What follows belongs to an exercise in optimizing a design on an open flow for small area; a production flow would make more cautious choices. Only simulation tests tie the RTL to the original design; equivalence was not proved. Power is estimated from default activity; no workload was simulated.

==> module dxl_decoder, before the edit <==
module dxl_decoder #(
    parameter TW = 32                      
) (
    input  wire          clk,
    input  wire          rst,              
    input  wire          in_valid,
    input  wire [7:0]    in_byte,
    input  wire [TW-1:0] in_t_start,
    input  wire [TW-1:0] in_t_end,
    output wire          out_valid,
    output wire [3:0]    out_kind,
    output wire [3:0]    out_cmd,
    output wire [TW-1:0] out_t_start,
    output wire [TW-1:0] out_t_end,
    output wire [1:0]    out_ptag,
    output wire [15:0]   out_int,
    output wire [7:0]    out_b0,
    output wire [7:0]    out_b1
);
    localparam [2:0] S_HEADER   = 3'd0,
                     S_ADDRESS  = 3'd1,
                     S_LENGTH   = 3'd2,
                     S_COMMAND  = 3'd3,
                     S_RAMADDR  = 3'd4,
                     S_ERRCODE  = 3'd5,
                     S_VALUE    = 3'd6,
                     S_CHECKSUM = 3'd7;
    reg [2:0]    state;
    reg [1:0]    cnt;         
    reg          active;      
    reg [15:0]   rem;         
    reg [7:0]    b0;          
    reg [TW-1:0] t0;          
    wire step  = in_valid & ~rst;
    wire st_hd = (state == S_HEADER);
    wire st_ad = (state == S_ADDRESS);
    wire st_ln = (state == S_LENGTH);
    wire st_cm = (state == S_COMMAND);
    wire st_ra = (state == S_RAMADDR);
    wire st_er = (state == S_ERRCODE);
    wire st_va = (state == S_VALUE);
    wire st_ck = (state == S_CHECKSUM);
    wire hi_z    = ~|rem[15:2];
    wire rem_z   = hi_z & ~rem[1] & ~rem[0];
    wire rem_3   = hi_z & rem[1] & rem[0];
    wire rem_ge4 = ~hi_z;
    wire second = cnt[0];
    wire guard = active & ((rem_z & ~second) | st_hd);
    reg [7:0] hdr_b;
    always @* begin
        case (cnt)
            2'd0, 2'd1: hdr_b = 8'hFF;
            2'd2:       hdr_b = 8'hFD;
            default:    hdr_b = 8'h00;
        endcase
    end
    wire hmatch = (in_byte == hdr_b);
    wire hdone  = hmatch & (cnt == 2'd3);
    reg [3:0] cmd_dec;
    always @* begin
        case (in_byte)
            8'h01: cmd_dec = 4'd1;
            8'h02: cmd_dec = 4'd2;
            8'h03: cmd_dec = 4'd3;
            8'h04: cmd_dec = 4'd4;
            8'h05: cmd_dec = 4'd5;
            8'h06: cmd_dec = 4'd6;
            8'h08: cmd_dec = 4'd7;
            8'h10: cmd_dec = 4'd8;
            8'h55: cmd_dec = 4'd9;
            8'h82: cmd_dec = 4'd10;
            8'h83: cmd_dec = 4'd11;
            8'h92: cmd_dec = 4'd12;
            8'h93: cmd_dec = 4'd13;
            default: cmd_dec = 4'd0;
        endcase
    end
    reg [2:0] cmd_next;
    always @* begin
        case (cmd_dec)
            4'd1, 4'd6, 4'd7, 4'd8: cmd_next = S_CHECKSUM;
            4'd9:                   cmd_next = S_ERRCODE;
            4'd0:                   cmd_next = S_VALUE;
            default:                cmd_next = S_RAMADDR;
        endcase
    end
    wire va_done = second | ~rem_ge4;
    reg emit;
    always @* begin
        case (state)
            S_HEADER:  emit = hdone;
            S_LENGTH,
            S_RAMADDR,
            S_CHECKSUM: emit = second;
            S_VALUE:   emit = va_done;
            default:   emit = 1'b1;
        endcase
    end
    reg [2:0] state_n;
    reg [1:0] cnt_n;
    reg       active_n;
    always @* begin
        state_n  = state;
        cnt_n    = cnt;
        active_n = active;
        if (guard) begin
            state_n  = S_HEADER;
            cnt_n    = 2'd0;
            active_n = 1'b0;
        end else begin
            case (state)
                S_HEADER: begin
                    cnt_n = (hmatch & ~hdone) ? cnt + 2'd1 : 2'd0;
                    if (hdone) state_n = S_ADDRESS;
                    if (~hmatch & (cnt != 2'd0)) active_n = 1'b1;
                end
                S_ADDRESS: state_n = S_LENGTH;
                S_LENGTH: begin
                    cnt_n = {1'b0, ~second};
                    if (second) state_n = S_COMMAND;
                end
                S_COMMAND: begin
                    state_n  = cmd_next;
                    active_n = ~rem_z;
                end
                S_RAMADDR: begin
                    cnt_n = {1'b0, ~second};
                    if (second) state_n = S_VALUE;
                end
                S_ERRCODE: state_n = rem_3 ? S_CHECKSUM : S_VALUE;
                S_VALUE: begin
                    cnt_n = {1'b0, ~va_done};
                    if (va_done & rem_3) state_n = S_CHECKSUM;
                end
                default: begin  
                    cnt_n = {1'b0, ~second};
                    if (second) begin
                        state_n  = S_HEADER;
                        active_n = 1'b0;
                    end
                end
            endcase
        end
    end
    wire        rem_ld = st_ln;            
    wire        rem_dc = in_valid & ~rem_z;
    reg  [15:0] rem_n;
    reg         bz;                        
    integer     i;
    always @* begin
        bz = 1'b1;
        for (i = 0; i < 16; i = i + 1) begin
            rem_n[i] = rem[i] ^ (rem_dc & bz);
            bz = bz & ~rem[i];
        end
        if (rem_ld) rem_n = {in_byte, b0};
    end
    always @(posedge clk) begin
        if (rst) begin
            state  <= S_HEADER;
            cnt    <= 2'd0;
            active <= 1'b0;
        end else if (in_valid) begin
            state  <= state_n;
            cnt    <= cnt_n;
            active <= active_n;
        end
    end
    wire          hold   = (cnt != 2'd0);
    wire [7:0]    b0_n   = hold ? b0 : in_byte;
    wire [TW-1:0] t0_n   = hold ? t0 : in_t_start;
    always @(posedge clk) begin
        b0 <= b0_n;
        t0 <= t0_n;
        rem <= rem_n;
    end
    wire pint = ~guard & ~st_hd & ~st_ck;      
    wire pbyt = ~guard & st_ck;                
    assign out_valid   = step & (guard | emit);
    assign out_kind    = guard ? 4'd8 : {1'b0, state};
    assign out_cmd     = (~guard & st_cm) ? cmd_dec : 4'd0;
    assign out_t_start = t0_n;
    assign out_t_end   = in_t_end;
    assign out_ptag    = {pbyt, pint};
    assign out_int     = {(pint & second) ? in_byte : 8'd0,
                          pint ? b0_n : 8'd0};
    assign out_b0      = pbyt ? in_byte : 8'd0;
    assign out_b1      = pbyt ? b0_n : 8'd0;
endmodule
clock: 12.0 ns
lec_check: 0
abc_area: 1
cap_margin: 20
core_margin: 2
core_utilization: 40
slew_margin: 20
standard.sh (not shown) runs the stock make flow with config.mk's settings and CLKGATE_MAP_FILE= SYNTH_SCRIPT=/design/flow/synth_recipe.tcl, a recipe that flattens the netlist after the stock synthesis.
==> flow/flow/run.sh <==
#!/bin/bash
# Standard ORFS layout with three changes:
#  - synthesis maps the logic with an area-oriented ABC script (flow/abc_area.script,
#    selected by ABC_AREA=1) instead of ORFS's; registers are mapped as usual;
#  - port buffers use the smallest buffer cell (buf_1);
#  - a small clock tree (clkbuf_4, no dummy loads), and power recovery after
#    global routing, which downsizes cells with timing slack.
set -euo pipefail
here=$(pwd)
rm -rf scripts_local
cp -r "$FLOW_HOME/scripts" scripts_local
cp flow/abc_area.script scripts_local/abc_area.script
export SCRIPTS_DIR=$here/scripts_local
export BUFFER_PORTS_ARGS="-buffer_cell sky130_fd_sc_hd__buf_1"
export CTS_ARGS="-sink_clustering_enable -repair_clock_nets -dont_use_dummy_load -buf_list sky130_fd_sc_hd__clkbuf_4"
export RECOVER_POWER=100
bash standard.sh > standard_flow.log 2>&1
==> flow/flow/abc_area.script <==
strash
balance -l
resub -K 6 -l
rewrite -l
resub -K 6 -N 2 -l
refactor -l
resub -K 8 -l
balance -l
resub -K 8 -N 2 -l
rewrite -l
resub -K 10 -l
rewrite -z -l
resub -K 10 -N 2 -l
balance -l
resub -K 12 -l
refactor -z -l
resub -K 12 -N 2 -l
rewrite -z -l
balance -l
dch -f
map -a
mfs2
strash
balance -l
resub -K 6 -l
rewrite -l
resub -K 6 -N 2 -l
refactor -l
resub -K 8 -l
balance -l
resub -K 8 -N 2 -l
rewrite -l
resub -K 10 -l
rewrite -z -l
resub -K 10 -N 2 -l
balance -l
resub -K 12 -l
refactor -z -l
resub -K 12 -N 2 -l
rewrite -z -l
balance -l
dch -f
map -a
mfs2
strash
balance -l
resub -K 6 -l
rewrite -l
resub -K 6 -N 2 -l
refactor -l
resub -K 8 -l
balance -l
resub -K 8 -N 2 -l
rewrite -l
resub -K 10 -l
rewrite -z -l
resub -K 10 -N 2 -l
balance -l
resub -K 12 -l
refactor -z -l
resub -K 12 -N 2 -l
rewrite -z -l
balance -l
dch -f
map -a
Edit:
--- a/flow/design.v
+++ b/flow/design.v
@@ -118,18 +118,18 @@
                 S_LENGTH: begin
                     cnt_n = {1'b0, ~second};
-                    if (second) state_n = S_COMMAND;
+                    if (second) begin
+                        state_n  = S_COMMAND;
+                        active_n = |{in_byte, b0};
+                    end
                 end
-                S_COMMAND: begin
-                    state_n  = cmd_next;
-                    active_n = ~rem_z;
-                end
+                S_COMMAND: state_n = cmd_next;
                 S_RAMADDR: begin
                     cnt_n = {1'b0, ~second};
                     if (second) state_n = S_VALUE;
                 end
-                S_ERRCODE: state_n = rem_3 ? S_CHECKSUM : S_VALUE;
+                S_ERRCODE: state_n = (active & rem_3) ? S_CHECKSUM : S_VALUE;
                 S_VALUE: begin
                     cnt_n = {1'b0, ~va_done};
-                    if (va_done & rem_3) state_n = S_CHECKSUM;
+                    if (va_done & active & rem_3) state_n = S_CHECKSUM;
                 end
                 default: begin  
@@ -143,5 +143,5 @@
         end
     end
-    wire        rem_ld = st_ln;            
+    wire        rem_ld = in_valid & st_ln & second;
     wire        rem_dc = in_valid & ~rem_z;
     reg  [15:0] rem_n;
Via count went up by 1.2%.
Clock power barely changes.
Synthesized area went up by 0.69%.
Die area went up by 0.65%.
Global-route usage went up by 0.36 points.
Core utilization went up by 0.33 points.
Worst setup slack is better by 0.094 ns.
Sequential share of layout area went down by 0.26 points.
Routed wire length went up by 4.0%.
Non-clock buffer count went up by 1.
Clock skew is about the same.
Worst hold slack is better by 0.0044 ns.
First-iteration DRC count went up by 26%.

The RTL this note starts from:
==> flow/design.v <==
module dxl_decoder #(
    parameter TW = 32                      
) (
    input  wire          clk,
    input  wire          rst,              
    input  wire          in_valid,
    input  wire [7:0]    in_byte,
    input  wire [TW-1:0] in_t_start,
    input  wire [TW-1:0] in_t_end,
    output wire          out_valid,
    output wire [3:0]    out_kind,
    output wire [3:0]    out_cmd,
    output wire [TW-1:0] out_t_start,
    output wire [TW-1:0] out_t_end,
    output wire [1:0]    out_ptag,
    output wire [15:0]   out_int,
    output wire [7:0]    out_b0,
    output wire [7:0]    out_b1
);
    localparam [2:0] K_MASK     = 3'd6;
    localparam [2:0] S_HEADER   = 3'd6,
                     S_ADDRESS  = 3'd7,
                     S_LENGTH   = 3'd4,
                     S_COMMAND  = 3'd5,
                     S_RAMADDR  = 3'd2,
                     S_ERRCODE  = 3'd3,
                     S_VALUE    = 3'd0,
                     S_CHECKSUM = 3'd1;
    reg [2:0]    state;
    reg [1:0]    cnt;
    reg [15:0]   rem;         
    reg [7:0]    b0;          
    reg [TW-1:0] t0;          
    wire step  = in_valid & ~rst;
    wire st_hd = (state == S_HEADER);
    wire st_ad = (state == S_ADDRESS);
    wire st_ln = (state == S_LENGTH);
    wire st_cm = (state == S_COMMAND);
    wire st_ck = (state == S_CHECKSUM);
    wire hi_z    = ~|rem[15:2];
    wire rem_z   = hi_z & ~rem[1] & ~rem[0];
    wire rem_3   = hi_z & rem[1] & rem[0];
    wire rem_ge4 = ~hi_z;
    wire second  = cnt[0];
    wire armed   = cnt[1] & ~st_hd;
    wire guard = armed & (st_ad | (rem_z & ~second));
    reg [7:0] hdr_b;
    always @* begin
        case (cnt)
            2'd0, 2'd1: hdr_b = 8'hFF;
            2'd2:       hdr_b = 8'hFD;
            default:    hdr_b = 8'h00;
        endcase
    end
    wire hmatch = (in_byte == hdr_b);
    wire hdone  = hmatch & (cnt == 2'd3);
    reg [3:0] cmd_dec;
    always @* begin
        case (in_byte)
            8'h01: cmd_dec = 4'd1;
            8'h02: cmd_dec = 4'd2;
            8'h03: cmd_dec = 4'd3;
            8'h04: cmd_dec = 4'd4;
            8'h05: cmd_dec = 4'd5;
            8'h06: cmd_dec = 4'd6;
            8'h08: cmd_dec = 4'd7;
            8'h10: cmd_dec = 4'd8;
            8'h55: cmd_dec = 4'd9;
            8'h82: cmd_dec = 4'd10;
            8'h83: cmd_dec = 4'd11;
            8'h92: cmd_dec = 4'd12;
            8'h93: cmd_dec = 4'd13;
            default: cmd_dec = 4'd0;
        endcase
    end
    reg [2:0] cmd_next;
    always @* begin
        case (cmd_dec)
            4'd1, 4'd6, 4'd7, 4'd8: cmd_next = S_CHECKSUM;
            4'd9:                   cmd_next = S_ERRCODE;
            4'd0:                   cmd_next = S_VALUE;
            default:                cmd_next = S_RAMADDR;
        endcase
    end
    wire va_done = second | ~rem_ge4;
    reg emit;
    always @* begin
        case (state)
            S_HEADER:  emit = hdone;
            S_LENGTH,
            S_RAMADDR,
            S_CHECKSUM: emit = second;
            S_VALUE:   emit = va_done;
            default:   emit = 1'b1;
        endcase
    end
    reg [2:0] state_n;
    reg [1:0] cnt_n;
    always @* begin
        state_n = state;
        cnt_n   = cnt;
        if (guard) begin
            state_n = S_HEADER;
            cnt_n   = 2'd0;
        end else begin
            case (state)
                S_HEADER: begin
                    if (hmatch) begin
                        cnt_n = cnt + 2'd1;
                        if (hdone) state_n = S_ADDRESS;
                    end else if (cnt != 2'd0) begin
                        state_n = S_ADDRESS;
                        cnt_n   = 2'b10;
                    end
                end
                S_ADDRESS: state_n = S_LENGTH;
                S_LENGTH: begin
                    cnt_n = {1'b0, ~second};
                    if (second) state_n = S_COMMAND;
                end
                S_COMMAND: begin
                    state_n = cmd_next;
                    cnt_n   = {~rem_z, 1'b0};
                end
                S_RAMADDR: begin
                    cnt_n[0] = ~second;
                    if (second) state_n = S_VALUE;
                end
                S_ERRCODE: state_n = rem_3 ? S_CHECKSUM : S_VALUE;
                S_VALUE: begin
                    cnt_n[0] = ~va_done;
                    if (va_done & rem_3) state_n = S_CHECKSUM;
                end
                default: begin  
                    cnt_n[0] = ~second;
                    if (second) begin
                        state_n = S_HEADER;
                        cnt_n   = 2'd0;
                    end
                end
            endcase
        end
    end
    wire        rem_ld = st_ln;            
    wire        rem_dc = in_valid & ~rem_z;
    reg  [15:0] rem_n;
    reg         bz;                        
    integer     i;
    always @* begin
        bz = 1'b1;
        for (i = 0; i < 16; i = i + 1) begin
            rem_n[i] = rem[i] ^ (rem_dc & bz);
            bz = bz & ~rem[i];
        end
        if (rem_ld) rem_n = {in_byte, b0};
    end
    always @(posedge clk) begin
        if (rst) begin
            state <= S_HEADER;
            cnt   <= 2'd0;
        end else if (in_valid) begin
            state <= state_n;
            cnt   <= cnt_n;
        end
    end
    wire          hold   = second | (st_hd & cnt[1]);
    wire [7:0]    b0_n   = hold ? b0 : in_byte;
    wire [TW-1:0] t0_n   = hold ? t0 : in_t_start;
    always @(posedge clk) begin
        b0  <= b0_n;
        t0  <= t0_n;
        rem <= rem_n;
    end
    wire pint = ~guard & ~st_hd & ~st_ck;      
    wire pbyt = ~guard & st_ck;                
    assign out_valid   = step & (guard | emit);
    assign out_kind    = guard ? 4'd8 : {1'b0, state ^ K_MASK};
    assign out_cmd     = (~guard & st_cm) ? cmd_dec : 4'd0;
    assign out_t_start = t0_n;
    assign out_t_end   = in_t_end;
    assign out_ptag    = {pbyt, pint};
    assign out_int     = {(pint & second) ? in_byte : 8'd0,
                          pint ? b0_n : 8'd0};
    assign out_b0      = pbyt ? in_byte : 8'd0;
    assign out_b1      = pbyt ? b0_n : 8'd0;
endmodule
==> flow/config.mk <==
export PLATFORM = sky130hd
export DESIGN_NAME = dxl_decoder
export DESIGN_NICKNAME = dxl_decoder
export VERILOG_FILES = /design/flow/design.v
export SDC_FILE = /design/flow/constraint.sdc
export NUM_CORES = 4
export LEC_CHECK = 0
export ABC_AREA = 1
export CAP_MARGIN = 20
export CORE_MARGIN = 2
export CORE_UTILIZATION = 40
export SLEW_MARGIN = 20
==> flow/constraint.sdc <==
create_clock -name core_clock -period 12.0 [get_ports {clk}]
set_input_delay 2.4000 -clock core_clock [delete_from_list [all_inputs] [get_ports {clk}]]
set_output_delay 2.4000 -clock core_clock [all_outputs]
set_load 0.01 [all_outputs]
==> flow/flow/run.sh <==
#!/bin/bash
# Standard ORFS layout with these changes:
#  - synthesis maps the logic with an area-oriented ABC script (flow/abc_area.script,
#    selected by ABC_AREA=1) instead of ORFS's, and without extracting half/full
#    adders first; registers are mapped as usual;
#  - port buffers use the smallest buffer cell (buf_1);
#  - a small clock tree (clkbuf_4, no dummy loads).
set -euo pipefail
here=$(pwd)
rm -rf scripts_local
cp -r "$FLOW_HOME/scripts" scripts_local
cp flow/abc_area.script scripts_local/abc_area.script
export SCRIPTS_DIR=$here/scripts_local
export ADDER_MAP_FILE=
export BUFFER_PORTS_ARGS="-buffer_cell sky130_fd_sc_hd__buf_1"
export CTS_ARGS="-sink_clustering_enable -repair_clock_nets -dont_use_dummy_load -buf_list sky130_fd_sc_hd__clkbuf_4"
bash standard.sh > standard_flow.log 2>&1
==> flow/flow/abc_area.script <==
strash
balance -l
resub -K 6 -l
rewrite -l
resub -K 6 -N 2 -l
refactor -l
resub -K 8 -l
balance -l
resub -K 8 -N 2 -l
rewrite -l
resub -K 10 -l
rewrite -z -l
resub -K 10 -N 2 -l
balance -l
resub -K 12 -l
refactor -z -l
resub -K 12 -N 2 -l
rewrite -z -l
balance -l
dch -f
amap
mfs2
strash
balance -l
resub -K 6 -l
rewrite -l
resub -K 6 -N 2 -l
refactor -l
resub -K 8 -l
balance -l
resub -K 8 -N 2 -l
rewrite -l
resub -K 10 -l
rewrite -z -l
resub -K 10 -N 2 -l
balance -l
resub -K 12 -l
refactor -z -l
resub -K 12 -N 2 -l
rewrite -z -l
balance -l
dch -f
amap
mfs2
strash
balance -l
resub -K 6 -l
rewrite -l
resub -K 6 -N 2 -l
refactor -l
resub -K 8 -l
balance -l
resub -K 8 -N 2 -l
rewrite -l
resub -K 10 -l
rewrite -z -l
resub -K 10 -N 2 -l
balance -l
resub -K 12 -l
refactor -z -l
resub -K 12 -N 2 -l
rewrite -z -l
balance -l
dch -f
amap
mfs2
strash
balance -l
resub -K 6 -l
rewrite -l
resub -K 6 -N 2 -l
refactor -l
resub -K 8 -l
balance -l
resub -K 8 -N 2 -l
rewrite -l
resub -K 10 -l
rewrite -z -l
resub -K 10 -N 2 -l
balance -l
resub -K 12 -l
refactor -z -l
resub -K 12 -N 2 -l
rewrite -z -l
balance -l
dch -f
amap
Next try:
--- a/flow/design.v
+++ b/flow/design.v
@@ -169,18 +169,19 @@
     always @(posedge clk) begin
         b0  <= b0_n;
         t0  <= t0_n;
         rem <= rem_n;
     end
     wire pint = ~guard & ~st_hd & ~st_ck;      
-    wire pbyt = ~guard & st_ck;                
+    wire pbyt = st_ck & second;                
+    wire phi  = second & ~st_hd & ~st_ck;      
     assign out_valid   = step & (guard | emit);
     assign out_kind    = guard ? 4'd8 : {1'b0, state ^ K_MASK};
-    assign out_cmd     = (~guard & st_cm) ? cmd_dec : 4'd0;
+    assign out_cmd     = st_cm ? cmd_dec : 4'd0;
     assign out_t_start = t0_n;
     assign out_t_end   = in_t_end;
     assign out_ptag    = {pbyt, pint};
-    assign out_int     = {(pint & second) ? in_byte : 8'd0,
+    assign out_int     = {phi ? in_byte : 8'd0,
                           pint ? b0_n : 8'd0};
     assign out_b0      = pbyt ? in_byte : 8'd0;
     assign out_b1      = pbyt ? b0_n : 8'd0;
 endmodule
Global-route usage goes down by 0.38 points.
First-iteration DRC count goes down by 30%.
Clock-buffer cell count is unchanged.
Wire length goes up by 1.7%.
Core utilization goes up by 0.24 points.
Setup slack gains 0.40 ns.
Total power goes down by 11%.
Die area goes up by 0.75%.
Final area goes up by 0.50%.
Sequential cell count stays the same.
Sequential share of layout area goes down by 0.18 points.

-- what the ideal ports hide --
The results above use ideal ports. As a check the final layouts listed here were re-extracted and re-timed, cells and wires unchanged. Step 1: set_driving_cell puts a clkbuf_16 on clk and a buf_2 on each other input, an assumption about the parent block. Step 2 also shifts input and output timing later by t, the mid clock arrival at the registers, as if the neighbouring blocks saw the same clock. Three values: ideal, step 1, step 2; two values: the first two.
run | t (ns) | setup slack, ns | clock arrival spread, ns
the first run of note 1 | 0.399 | 5.295 / 5.269 / 5.269 | 0.043 / 0.043
the second run of note 1 | 0.411 | 5.389 / 5.366 / 5.366 | 0.037 / 0.038
the first run of note 2 | 0.420 | 4.520 / 4.497 / 4.497 | 0.036 / 0.036
the second run of note 2 | 0.384 | 4.923 / 4.899 / 4.899 | 0.035 / 0.035
After both steps every run listed still meets setup and hold. For the first run of note 1, which loses most, drivers alone change the setup slack by -0.026 ns; drivers and shift together by -0.026 ns.
